Source: an optimization exercise on an open RTL-to-GDS flow (aim: small area, a short achievable clock period and few clock cycles). Production flows keep margins and buffers that such runs may drop. Only simulation tests tie the RTL to the original design; equivalence was not proved. Power figures rest on the tool's default switching activity, not on a simulated workload.

==> 01-16 <==
// pgs_hdec
module pgs_hdec #(
    parameter NMAX = 32                  
) (
    input  wire        clk,
    input  wire        rst,              
    input  wire        start,
    input  wire [31:0] dec_off,
    input  wire [15:0] dec_runs,
    input  wire [15:0] dec_len,
    input  wire [12:0] clen,
    output wire        busy,
    output reg         done,
    output reg  [3:0]  err,
    output reg  [12:0] dec_end,
    output wire        mem_req,
    output wire [11:0] mem_addr,
    input  wire        mem_ack,
    input  wire [7:0]  mem_rdata,
    output reg         dbuf_we,
    output reg  [4:0]  dbuf_addr,
    output reg  [23:0] dbuf_wdata
);
Settings: LEC_CHECK=0, CAP_MARGIN=20, CORE_MARGIN=2, CORE_UTILIZATION=40, SETUP_SLACK_MARGIN=3, SLEW_MARGIN=20; clock period 7.0 ns.
run.sh (not shown) runs the stock make flow with config.mk's settings and CLKGATE_MAP_FILE= SYNTH_SCRIPT=/design/flow/synth_recipe.tcl, a recipe that flattens the netlist after the stock synthesis.
==> 06-10 (differences from 01-16) <==
--- a/flow/design.v
+++ b/flow/design.v
@@ -12,45 +12,50 @@
     output reg         done,
     output reg  [3:0]  err,
     output reg  [12:0] dec_end,
     output wire        mem_req,
     output wire [11:0] mem_addr,
     input  wire        mem_ack,
     input  wire [7:0]  mem_rdata,
-    output reg         dbuf_we,
-    output reg  [4:0]  dbuf_addr,
-    output reg  [23:0] dbuf_wdata
+    output wire        dbuf_we,
+    output wire [4:0]  dbuf_addr,
+    output wire [23:0] dbuf_wdata
 );
     localparam NINT = NMAX - 1;          
     localparam [3:0] E_OK        = 4'd0,
                      E_BAD_OPND  = 4'd10,
                      E_TRUNC     = 4'd11,
                      E_BAD_TREE  = 4'd12,
                      E_BAD_START = 4'd13;
     localparam [2:0] S_IDLE  = 3'd0,
                      S_TREE  = 3'd1,
                      S_CODE  = 3'd2,
                      S_START = 3'd3,
-                     S_WRITE = 3'd4,
-                     S_LAST  = 3'd5;
+                     S_WRITE = 3'd4;
     reg [2:0]  state;
     reg [11:0] base;          
     reg        far;           
     reg [12:0] addr;          
+    reg        ga;            
     reg [12:0] wla;           
     reg        okw0, okw1;    
     reg        oka0, oka1;    
     reg [4:0]  tl;            
     reg [5:0]  lv;            
     reg [5:0]  inn;           
     reg [4:0]  top;           
     reg [4:0]  pj;            
     reg        pset;          
     reg [4:0]  lsz [0:NINT-1];    
     reg        rint[0:NINT-1];    
+    reg        lw_en;
+    reg [4:0]  lw_a, lw_d;
+    reg        rw_en;
+    reg [4:0]  rw_a;
+    reg        rw_d;
     reg        single;        
     reg [4:0]  wj;            
     reg [4:0]  wl;            
     reg [2:0]  bp;            
     reg [7:0]  cb;            
     reg        cbv;           
     reg [5:0]  r;             
@@ -71,15 +76,17 @@
     reg        full;          
     reg [31:0] w;
     reg        cnv;           
     reg [23:0] cn;
     reg [7:0]  prev_st;
     reg        bad_st;
     reg [NMAX-1:0] bmap;      
-    reg [4:0]  p;
+    reg [4:0]  p;             
+    reg        bnd;           
+    reg [23:0] cur;           
     assign busy    = (state != S_IDLE);
     assign mem_req = busy;
     wire ack = mem_ack;
     wire [7:0] rd = mem_rdata;
     wire tword_ok = okw0;
     wire cword_ok = (tl >= 5'd8) ? okw1 : okw0;    
     wire tbit = rd[~tl[2:0]];
@@ -89,49 +96,63 @@
     wire last_run = (r + 6'd1 == dec_runs[5:0]);
     wire walking = (state == S_CODE) ||
                    (state == S_WRITE && wmore && !sv);
     wire wneed = walking && !cbv;             
     wire byte_ok = oka0;
     wire [7:0] cbyte = cbv ? cb : rd;
     wire cbit = cbyte[bp];
-    wire step = walking && (cbv || ack);
+    wire step = walking && (cbv || (ga && ack));
     wire [4:0] a  = lsz[wj];
     wire       ri = rint[wj];
     wire [4:0] wj1 = wj + 5'd1;
     wire [4:0] wjn = cbit ? wj1 + a : wj1;
     wire [4:0] wln = cbit ? wl + a + 5'd1 : wl;
     wire       hit = cbit ? !ri : (a == 5'd0);
     wire st_bad = ((r == 6'd0) ? (rd != 8'd0) : (rd <= prev_st)) || ({8'd0, rd} >= dec_len);
-    wire        fgrant = (state == S_CODE || state == S_WRITE) && !wneed;
-    assign mem_addr = fgrant ? faddr[11:0] : addr[11:0];
+    assign mem_addr = ga ? addr[11:0] : faddr[11:0];
     wire [31:0] wn = {w[23:0], rd};
     wire [1:0]  nb1 = (fs == 3'd0) ? 2'd2 : 2'd3;    
-    wire        arrive = fv && fgrant && ack;
+    wire        arrive = fv && !ga && ack;
     wire        last_byte = arrive && (cnt == nb1);
     wire [2:0]  shamt = 3'd0 - fs;
     wire [31:0] wsrc = full ? w : wn;
     wire [31:0] wsh  = wsrc >> shamt;
-    wire        bnd = bmap[p];
+    wire [4:0]  p1 = p + 5'd1;
+    wire        wr_now = (state == S_WRITE) && (!bnd || cnv);
+    assign dbuf_we    = wr_now;
+    assign dbuf_addr  = p;
+    assign dbuf_wdata = bnd ? cn : cur;
     wire        wr_phase = (state == S_WRITE);
     wire        take = wr_phase && bnd && cnv && !single;      
     wire        move = (full || last_byte) && (!cnv || take);    
     wire        wbusy = (fv && !last_byte) || ((full || last_byte) && !move);
     wire        fload = tv && !wbusy;
     wire        tload = sv && (!tv || fload);
+    wire        link_fw = lw_en && (lw_a == top);
+    wire [4:0]  link = link_fw ? lw_d : lsz[top];
+    wire        ga_next = (walking && !cbv && !(ga && ack)) ||
+                          (step && bp == 3'd7 && !(hit && (state == S_WRITE || last_run))) ||
+                          (state == S_WRITE && wmore && sv && tload && !cbv);
     wire [9:0]  tcol = {1'b0, sl, 4'd0} + {2'b0, sl, 3'd0} + {5'd0, sl} + {5'd0, sj} + 10'd1;
     always @(posedge clk) begin
         if (rst) begin
             state   <= S_IDLE;
             done    <= 1'b0;
             err     <= E_OK;
             dec_end <= 13'd0;
-            dbuf_we <= 1'b0;
         end else begin
             done    <= 1'b0;
-            dbuf_we <= 1'b0;
+            lw_en   <= 1'b0;
+            rw_en   <= 1'b0;
+            if (lw_en)
+                lsz[lw_a] <= lw_d;
+            if (rw_en)
+                rint[rw_a] <= rw_d;
+            if (state == S_CODE || state == S_WRITE)
+                ga <= ga_next;
             if (tload) begin
                 tq <= tcol;
                 tv <= 1'b1;
                 sv <= 1'b0;
             end else if (fload) begin
                 tv <= 1'b0;
             end
@@ -194,14 +215,15 @@
             end
             case (state)
             S_IDLE: begin
                 if (start) begin
                     base   <= dec_off[11:0];
                     far    <= |dec_off[31:12];
                     addr   <= {1'b0, dec_off[11:0]};
+                    ga     <= 1'b1;
                     wla    <= {1'b0, dec_off[11:0]} + 13'd7;
                     okw0   <= ~|dec_off[31:12] && ({1'b0, dec_off[11:0]} + 13'd3 < clen);
                     okw1   <= ~|dec_off[31:12] && ({1'b0, dec_off[11:0]} + 13'd7 < clen);
                     cnv    <= 1'b0;
                     tl     <= 5'd0;
                     lv     <= 6'd0;
                     inn    <= 6'd0;
@@ -257,30 +279,37 @@
                                     sj    <= 5'd0;
                                     sl    <= 5'd0;
                                     state <= S_START;
                                 end else begin
                                     state <= S_CODE;
                                 end
                             end else begin
-                                lsz[top]  <= inn[4:0] - top - 5'd1;
-                                rint[top] <= 1'b0;
-                                top  <= lsz[top];
+                                lw_en <= 1'b1;
+                                lw_a  <= top;
+                                lw_d  <= inn[4:0] - top - 5'd1;
+                                rw_en <= 1'b1;
+                                rw_a  <= top;
+                                rw_d  <= 1'b0;
+                                top  <= link;
                                 pj   <= top;
                                 pset <= 1'b1;
                             end
                         end
                     end else begin
                         if (inn == dec_len[5:0] - 6'd1) begin
                             err   <= E_BAD_TREE;
                             done  <= 1'b1;
                             state <= S_IDLE;
                         end else begin
-                            lsz[inn[4:0]] <= top;
-                            if (pset)
-                                rint[pj] <= 1'b1;
+                            lw_en <= 1'b1;
+                            lw_a  <= inn[4:0];
+                            lw_d  <= top;
+                            rw_en <= pset;
+                            rw_a  <= pj;
+                            rw_d  <= 1'b1;
                             pset <= 1'b0;
                             top  <= inn[4:0];
                             inn  <= inn + 6'd1;
                             tl   <= tl + 5'd1;
                             if (tl[2:0] == 3'd7)
                                 addr <= addr + 13'd1;
                             if (tl == 5'd31) begin
@@ -296,14 +325,15 @@
                 if (!cbv && !byte_ok) begin
                     err   <= E_TRUNC;
                     done  <= 1'b1;
                     state <= S_IDLE;
                 end else if (step && hit && last_run) begin
                     r     <= 6'd0;
                     addr  <= addr + 13'd1;
+                    ga    <= 1'b1;
                     oka0  <= oka1;
                     oka1  <= !far && (addr2 < clen);
                     state <= S_START;
                 end
             end
             S_START: begin
                 if (!byte_ok) begin
@@ -323,40 +353,39 @@
                         if (bad_st || st_bad) begin
                             err   <= E_BAD_START;
                             done  <= 1'b1;
                             state <= S_IDLE;
                         end else begin
                             dec_end <= addr + 13'd1;
                             p     <= 5'd0;
+                            bnd   <= 1'b1;
                             addr  <= raddr;
                             bp    <= rbp;
                             cbv   <= 1'b0;
                             wj    <= 5'd0;
                             wl    <= 5'd0;
                             r     <= rr;
                             wmore <= !single && (dec_runs[5:0] != rr);
+                            ga    <= !single && (dec_runs[5:0] != rr);
                             state <= S_WRITE;
                         end
                     end
                 end
             end
             S_WRITE: begin
-                if (!bnd || cnv) begin
-                    dbuf_we   <= 1'b1;
-                    dbuf_addr <= p;
-                    p <= p + 5'd1;
-                    if (p == dec_len[4:0] - 5'd1)
-                        state <= S_LAST;
+                if (wr_now) begin
+                    p   <= p1;
+                    bnd <= bmap[p1];
+                    if (bnd)
+                        cur <= cn;
+                    if (p == dec_len[4:0] - 5'd1) begin
+                        err   <= E_OK;
+                        done  <= 1'b1;
+                        state <= S_IDLE;
+                    end
                 end
-                if (bnd && cnv)
-                    dbuf_wdata <= cn;
-            end
-            S_LAST: begin
-                err   <= E_OK;
-                done  <= 1'b1;
-                state <= S_IDLE;
             end
             default: state <= S_IDLE;
             endcase
         end
     end
 endmodule
==> comparison <==
- Combinational power is about the same in 06-10 and 01-16.
- Between 06-10 and 01-16, the lower clock skew is in 01-16 (gap 27 ps).
- Between 01-16 and 06-10, the lower routed wire length is in 06-10 (gap 2.8%, measured against 06-10).
- In 01-16 the critical path depth is lower than in 06-10, by 1.
- Against 06-10, the clock power of 01-16 is lower by about 4%.
- Of 06-10 and 01-16, 01-16 has the higher register-to-register slack (gap 20 ps).
- In 01-16 the die area is lower than in 06-10, by about 1.7%.
- Final cell count: 06-10 is larger than 01-16 (about 2.2%).
- Against 06-10, the sequential power of 01-16 is lower by about 3%.
Testbench counts of 01-16, summed over its fixed seeds: cycles 69,128.
Testbench counts of 06-10, summed over its fixed seeds: cycles 68,069.

## separate check: timing with driven ports
No port has a modelled driver above. Below, the same layouts with a new extraction and two added sets of constraints. Step 1, drivers: a clkbuf_16 drives clk and a buf_2 each remaining input, both assumed. Step 2, shift: input delay + t, output delay - t, t = (earliest + latest rising clock arrival at the registers) / 2. This alone moves slack from input paths to output paths. Three values: ideal, step 1, step 2; two values: the first two.
run	shift t [ns]	setup slack, ns	worst setup path at the end
01-16	0.684	3.028 / 2.996 / 2.337	input to register
06-10	0.707	2.977 / 3.007 / 2.301	input to register
After both steps every run listed still meets setup and hold. The setup slack of 01-16, which loses most, moves by -0.032 ns with the drivers and by -0.691 ns with both steps.
